This is an optimization exercise on Yosys and OpenROAD, whose aim is small area, a short achievable clock period and few clock cycles per item, not a production implementation. In this exercise RTL edits were held to simulation tests only and were not proved equivalent to the original. Power is estimated from default activity; no workload was simulated.

==> inputs of branch umber <==
Design pwse, start of the top module:
module pwse (
    input  wire        clk,
    input  wire        rst_n,
    input  wire        bus_sel,
    input  wire        bus_we,
    input  wire [7:0]  bus_addr,
    input  wire [3:0]  bus_be,
    input  wire [31:0] bus_wdata,
    output reg  [31:0] bus_rdata,
    output wire        bus_err,
    output wire        irq
);
    localparam [31:0] ID_VAL  = 32'h50575345;
    localparam [31:0] CFG_VAL = 32'h20100120;
    localparam [7:0] OP_NOP       = 8'h00;
    localparam [7:0] OP_SRST      = 8'h01;
    localparam [7:0] OP_ABORT     = 8'h02;
    localparam [7:0] OP_SEEDCLR   = 8'h10;
    localparam [7:0] OP_SEEDB     = 8'h11;
    localparam [7:0] OP_SETTGT    = 8'h20;
    localparam [7:0] OP_SETTGTDEF = 8'h21;
    localparam [7:0] OP_SEARCH    = 8'h30;
    localparam [7:0] OP_VERIFY    = 8'h31;
    localparam [1:0] MODE_IDLE   = 2'd0;
    localparam [1:0] MODE_SEARCH = 2'd1;
    localparam [1:0] MODE_VERIFY = 2'd2;
    localparam [255:0] IV = {
        32'h6a09e667, 32'hbb67ae85, 32'h3c6ef372, 32'ha54ff53a,
        32'h510e527f, 32'h9b05688c, 32'h1f83d9ab, 32'h5be0cd19
    };
    localparam integer P    = 8;
    localparam integer LP   = 3;             
    localparam integer PB   = 7 - LP;        
    localparam [PB-1:0] PASS_H2   = 64 / P;  
    localparam [PB-1:0] PASS_LAST = 128 / P - 1;
    reg [1:0]   mode;
    reg [6:1]   status;           
    reg [6:1]   irq_en;
    reg [3:0]   err_code;
    reg [7:0]   err_exp;
    reg [8:0]   err_act;
    reg [63:0]  nonce;
    reg [7:0]   target;
    reg [7:0]   seed_cnt;
    reg [255:0] seed;             
    reg [63:0]  iters;
    reg [63:0]  res_nonce;
    reg [7:0]   res_tgt;
    reg [8:0]   res_lzc;
    reg [255:0] res_digest;       
    reg [63:0]  inext;            
    reg         vissued;          
    reg [P-1:0]    rv;            
    reg [P*PB-1:0] rp;            
    reg [P*256-1:0] rs;           
    reg [P*512-1:0] rw;           
    reg [P*64-1:0]  rh;           
    reg         dvalid;           
    reg [255:0] chk_raw;          
    wire busy = (mode != MODE_IDLE);
    wire acc_ok = (bus_addr[1:0] == 2'b00) && (bus_be == 4'hF);
    assign bus_err = bus_sel && !acc_ok;
    wire rd = bus_sel && acc_ok && !bus_we;
    wire wr = bus_sel && acc_ok && bus_we;
    wire [31:0] wd = bus_wdata;
    wire [7:0] opc  = wd[7:0];
  ...
make LEC_CHECK=0 CAP_MARGIN=40 CORE_MARGIN=2 CORE_UTILIZATION=40 SETUP_SLACK_MARGIN=3.5 SLEW_MARGIN=45 finish   # period 9.5 ns
run.sh (not shown) runs the stock make flow with config.mk's settings and CLKGATE_MAP_FILE= SYNTH_SCRIPT=/design/flow/synth_recipe.tcl, a recipe that flattens the netlist after the stock synthesis.
==> inputs of branch maple, as changes to branch umber <==
--- a/flow/design.v
+++ b/flow/design.v
@@ -40,68 +40,28 @@
                 gg = g2; pp = p2;
             end
             add32 = (x ^ y) ^ {gg[30:0], 1'b0};
         end
     endfunction
-    function [31:0] add32s(input [31:0] x, input [31:0] y);
-        reg [31:0] gg, pp, g2, p2;
-        integer lvl, i;
-        begin
-            gg = x & y;
-            pp = x ^ y;
-            for (lvl = 0; lvl < 5; lvl = lvl + 1) begin
-                g2 = gg; p2 = pp;
-                for (i = 0; i < 32; i = i + 1) begin
-                    if ((i >> lvl) & 1) begin
-                        g2[i] = gg[i] | (pp[i] & gg[((i >> lvl) << lvl) - 1]);
-                        p2[i] = pp[i] & pp[((i >> lvl) << lvl) - 1];
-                    end
-                end
-                gg = g2; pp = p2;
-            end
-            add32s = (x ^ y) ^ {gg[30:0], 1'b0};
-        end
-    endfunction
-    function [31:0] add32b(input [31:0] x, input [31:0] y);
-        reg [31:0] gg, pp;
-        integer lvl, i;
-        begin
-            gg = x & y;
-            pp = x ^ y;
-            for (lvl = 0; lvl < 5; lvl = lvl + 1)
-                for (i = 0; i < 32; i = i + 1)
-                    if (((i + 1) % (2 << lvl)) == 0) begin
-                        gg[i] = gg[i] | (pp[i] & gg[i - (1 << lvl)]);
-                        pp[i] = pp[i] & pp[i - (1 << lvl)];
-                    end
-            for (lvl = 3; lvl >= 0; lvl = lvl - 1)
-                for (i = 0; i < 32; i = i + 1)
-                    if ((((i + 1) % (2 << lvl)) == (1 << lvl)) && (i >= (3 << lvl) - 1)) begin
-                        gg[i] = gg[i] | (pp[i] & gg[i - (1 << lvl)]);
-                        pp[i] = pp[i] & pp[i - (1 << lvl)];
-                    end
-            add32b = (x ^ y) ^ {gg[30:0], 1'b0};
-        end
-    endfunction
     wire [31:0] s1  = rotr(e, 6) ^ rotr(e, 11) ^ rotr(e, 25);
     wire [31:0] ch  = (e & f) ^ (~e & g);
     wire [31:0] s0  = rotr(a, 2) ^ rotr(a, 13) ^ rotr(a, 22);
     wire [31:0] maj = (a & b) ^ (a & c) ^ (b & c);
     wire [63:0] xa = csa(hk_in[63:32], hk_in[31:0], ch);
     wire [63:0] xb = csa(s1, s0, maj);
     wire [63:0] xc = csa(xa[63:32], xa[31:0], xb[63:32]);
     wire [63:0] xd = csa(xc[63:32], xc[31:0], xb[31:0]);
-    wire [31:0] an = add32s(xd[63:32], xd[31:0]);
+    wire [31:0] an = add32(xd[63:32], xd[31:0]);
     wire [63:0] xe = csa(xa[63:32], xa[31:0], s1);
     wire [63:0] xf = csa(xe[63:32], xe[31:0], d);
-    wire [31:0] en = add32s(xf[63:32], xf[31:0]);
+    wire [31:0] en = add32(xf[63:32], xf[31:0]);
     assign hk_out = csa(g, w1, k_next);
     wire [31:0] ws0  = rotr(w1, 7) ^ rotr(w1, 18) ^ (w1 >> 3);
     wire [31:0] ws1  = rotr(w14, 17) ^ rotr(w14, 19) ^ (w14 >> 10);
     wire [63:0] y1   = csa(w0, w9, ws0);
     wire [63:0] y2   = csa(y1[63:32], y1[31:0], ws1);
-    wire [31:0] wnew = add32b(y2[63:32], y2[31:0]);
+    wire [31:0] wnew = y2[63:32] + y2[31:0];
     assign st_out = {an, a, b, c, en, e, f, g};
     assign w_out  = {w_in[479:0], wnew};
 endmodule
 module pwse_k (
     input  wire [5:0]  t,
@@ -125,10 +85,31 @@
         32'hab1c5ed5, 32'h923f82a4, 32'h59f111f1, 32'h3956c25b,
         32'he9b5dba5, 32'hb5c0fbcf, 32'h71374491, 32'h428a2f98
     };
     assign k = KT[32*t +: 32];
 endmodule
+module pwse_add32 (
+    input  wire [31:0] x,
+    input  wire [31:0] y,
+    output wire [31:0] s
+);
+    reg [31:0] gg, pp, g2, p2;
+    integer lvl, i;
+    always @(*) begin
+        gg = x & y;
+        pp = x ^ y;
+        for (lvl = 1; lvl < 32; lvl = lvl * 2) begin
+            g2 = gg; p2 = pp;
+            for (i = lvl; i < 32; i = i + 1) begin
+                g2[i] = gg[i] | (pp[i] & gg[i-lvl]);
+                p2[i] = pp[i] & pp[i-lvl];
+            end
+            gg = g2; pp = p2;
+        end
+    end
+    assign s = (x ^ y) ^ {gg[30:0], 1'b0};
+endmodule
 module pwse (
     input  wire        clk,
     input  wire        rst_n,
     input  wire        bus_sel,
     input  wire        bus_we,
@@ -160,10 +141,12 @@
     localparam integer P    = 8;
     localparam integer LP   = 3;             
     localparam integer PB   = 7 - LP;        
     localparam [PB-1:0] PASS_H2   = 64 / P;  
     localparam [PB-1:0] PASS_LAST = 128 / P - 1;
+    localparam [31:0] A1C = 32'h66126eb4;
+    localparam [31:0] E1C = 32'h02d1c909;
     reg [1:0]   mode;
     reg [6:1]   status;           
     reg [6:1]   irq_en;
     reg [3:0]   err_code;
     reg [7:0]   err_exp;
@@ -234,42 +217,41 @@
             wire [63:0]  h_r;
             pwse_k u_k (.t(tn[5:0]), .k(k_next));
             pwse_round u_round (.st_in(rs[gi*256 +: 256]), .w_in(rw[gi*512 +: 512]),
                                 .hk_in(rh[gi*64 +: 64]), .k_next(k_next),
                                 .st_out(st_r), .w_out(w_r), .hk_out(h_r));
-            if (gi == 0) begin : g_h2
-                wire h2s = (pass == PASS_H2);
-                wire [31:0] w3c = w_r[415:384] + (h2s ? IV[127:96] : 32'd0);
-                assign ns[255:0] = st_r;
-                assign nw[511:0] = {w_r[511:416], w3c, w_r[383:256],
-                                    h2s ? 32'd0 : w_r[255:224], w_r[223:0]};
-                assign nh[63:0]  = h_r;
+            if (gi == 0) begin : g_ff
+                wire [255:0] r = rs[255:0];
+                wire [31:0] d0 = IV[255:224] + r[255:224];
+                wire [31:0] d1 = IV[223:192] + r[223:192];
+                wire [31:0] d2 = IV[191:160] + r[191:160];
+                wire [31:0] d3 = IV[159:128] + r[159:128];
+                wire [31:0] d4 = IV[127:96]  + r[127:96];
+                wire [31:0] d5 = IV[95:64]   + r[95:64];
+                wire [31:0] d6 = IV[63:32]   + r[63:32];
+                wire [31:0] d7 = IV[31:0]    + r[31:0];
+                wire [31:0] a1 = A1C + r[255:224];
+                wire [31:0] e1 = E1C + r[255:224];
+                wire [31:0] w16;
+                pwse_add32 u_w16 (.x(rotr(d1, 7) ^ rotr(d1, 18) ^ (d1 >> 3)), .y(d0), .s(w16));
+                wire ff = (pass == PASS_H2);
+                assign ns[255:0] = ff ? {a1, IV[255:160], e1, IV[127:32]} : st_r;
+                assign nw[511:0] = ff ? {d1, d2, d3, d4, d5, d6, d7,
+                                     32'h80000000, 32'h0, 32'h0, 32'h0, 32'h0,
+                                     32'h0, 32'h0, 32'h00000100, w16}
+                                  : w_r;
+                assign nh[63:0] = ff ? csa(IV[63:32], d1, 32'h71374491) : h_r;
             end else begin : g_norm
                 assign ns[gi*256 +: 256] = st_r;
                 assign nw[gi*512 +: 512] = w_r;
                 assign nh[gi*64 +: 64] = h_r;
             end
         end
     endgenerate
     wire [PB-1:0] tail_pass = rp[(P-1)*PB +: PB];
     wire tail_fin  = rv[P-1] && (tail_pass == PASS_LAST);
     wire tail_cont = rv[P-1] && !tail_fin;
-    wire tail_h1   = rv[P-1] && (tail_pass == PASS_H2 - 1'b1);   
-    wire [255:0] tail_rs = rs[(P-1)*256 +: 256];
-    wire [255:0] tail_ns = ns[(P-1)*256 +: 256];
-    wire [511:0] block2 = {
-        tail_ns[255:224],
-        IV[223:192] + tail_rs[255:224],
-        IV[191:160] + tail_rs[223:192],
-        IV[159:128] + tail_rs[191:160],
-        tail_ns[127:96],
-        IV[95:64]   + tail_rs[127:96],
-        IV[63:32]   + tail_rs[95:64],
-        IV[31:0]    + tail_rs[63:32],
-        32'h80000000, IV[255:224], 32'h0, 32'h0, 32'h0, 32'h0, 32'h0, 32'h00000100
-    };
-    localparam [31:0] HK2C = 32'h0874e318;
     wire issue     = busy && !tail_cont &&
                      ((mode == MODE_SEARCH) || !vissued);
     wire [511:0] block1 = {
         bswap(seed[31:0]),    bswap(seed[63:32]),   bswap(seed[95:64]),   bswap(seed[127:96]),
         bswap(seed[159:128]), bswap(seed[191:160]), bswap(seed[223:192]), bswap(seed[255:224]),
@@ -278,34 +260,26 @@
     };
     always @(posedge clk) begin
         rs[P*256-1:256] <= ns[(P-1)*256-1:0];
         rw[P*512-1:512] <= nw[(P-1)*512-1:0];
         rh[P*64-1:64] <= nh[(P-1)*64-1:0];
-        if (tail_h1) begin
-            rs[255:0] <= IV;
-            rw[511:0] <= block2;
-            rh[63:0]  <= {tail_ns[255:224], HK2C};
-        end else if (tail_cont) begin
+        if (tail_cont) begin
             rs[255:0] <= ns[(P-1)*256 +: 256];
             rw[511:0] <= nw[(P-1)*512 +: 512];
             rh[63:0]  <= nh[(P-1)*64 +: 64];
         end else begin
             rs[255:0] <= IV;
             rw[511:0] <= block1;
             rh[63:0]  <= csa(IV[31:0], block1[511:480], 32'h428a2f98);
         end
-        chk_raw <= block2[511:256];
+        chk_raw <= ns[(P-1)*256 +: 256];
     end
     wire [255:0] dig;             
     genvar gd;
     generate
         for (gd = 0; gd < 8; gd = gd + 1) begin : g_dig
-            if (gd == 0 || gd == 4) begin : g_add
-                assign dig[255 - 32*gd -: 32] = IV[255 - 32*gd -: 32] + chk_raw[255 - 32*gd -: 32];
-            end else begin : g_done
-                assign dig[255 - 32*gd -: 32] = chk_raw[255 - 32*gd -: 32];
-            end
+            assign dig[255 - 32*gd -: 32] = IV[255 - 32*gd -: 32] + chk_raw[255 - 32*gd -: 32];
         end
     endgenerate
     wire [255:0] lz_z0 = ~dig;
     wire [127:0] lz_z1;
     wire [127:0] lz_c1;
==> flow/config.mk (replaced) <==
export PLATFORM = sky130hd
export DESIGN_NAME = pwse
export DESIGN_NICKNAME = pwse
export VERILOG_FILES = /design/flow/design.v
export SDC_FILE = /design/flow/constraint.sdc
export NUM_CORES = 4
export LEC_CHECK = 0
export CAP_MARGIN = 20
export CORE_MARGIN = 2
export CORE_UTILIZATION = 40
export SETUP_SLACK_MARGIN = 3.5
export SLEW_MARGIN = 20
==> comparison table <==
item	branch umber	branch maple
Outcome	complete, no violations	finished with violations
Layout check failures	-	capacitance limit, slew limit
Placeable core area	782400 µm²	816700 µm²
Initial Util	0.4008	0.4012
Period utilisation layout	0.6767	0.6651
Beginning of the worst hold path	rw[2854]	rw[2456]
Count of maximum capacitance violations	0	2
Switch Pwr	17.42 mW	16.93 mW
Post-Synth XOR/XNOR Area	0.08356	0.09311
Setup Buffers After CTS	166	84
Post-route total power	69.96 mW	69.74 mW
Overall via count from detail_route	239669	254867
Reg-to-reg endpoint	rw[2591]	rs[511]
Maximum vdd ir drop	229.3 µV	222.7 µV
Die width	889.4 µm	909.0 µm
Total area of multi-input combinational cells	149100 µm²	160900 µm²
Num CTS Buffers	794	791
Synth Area in Adders	0.1845	0.1685
First-pass GRT wire length	2487000 µm	2413000 µm
P_seq	32.6 mW	32.8 mW
Count of buffering cells on the critical path with inverters included	6	5
Leading cell category by total area	registers	multi-input combinational cells
DR iter-0 viols	34488	38559
Testbench counts of branch umber, summed over its fixed seeds: cycles 225,047, items 13,535.
Testbench counts of branch maple, summed over its fixed seeds: cycles 225,047, items 13,535.

## port drivers added, routing unchanged
Ports are ideal in the flow. The routed layouts listed here were re-timed in OpenROAD. Step 1 (the two cells are an assumption about what drives the block):
set clk [get_ports {clk}]
set_driving_cell -lib_cell sky130_fd_sc_hd__clkbuf_16 $clk
set_driving_cell -lib_cell sky130_fd_sc_hd__buf_2 [delete_from_list [all_inputs] $clk]
Step 2 adds t to the input delays and takes it off the output delays; t is the mean of the earliest and latest rising clock arrival at the registers after step 1. Input paths then give back, and output paths get back, about the clock's delay inside the block. Three values: ideal ports, drivers, drivers and shift; two values: the first two.
run | t, ns | setup WS [ns] | worst register clock-pin slew, ns
branch umber | 1.394 | 3.072 / 2.950 / 2.158 | 0.08 / 0.08
branch maple | 1.415 | 3.182 / 2.990 / 2.419 | 0.08 / 0.08
The setup slack of branch umber, which loses most, moves by -0.122 ns with the drivers and by -0.914 ns with both steps.
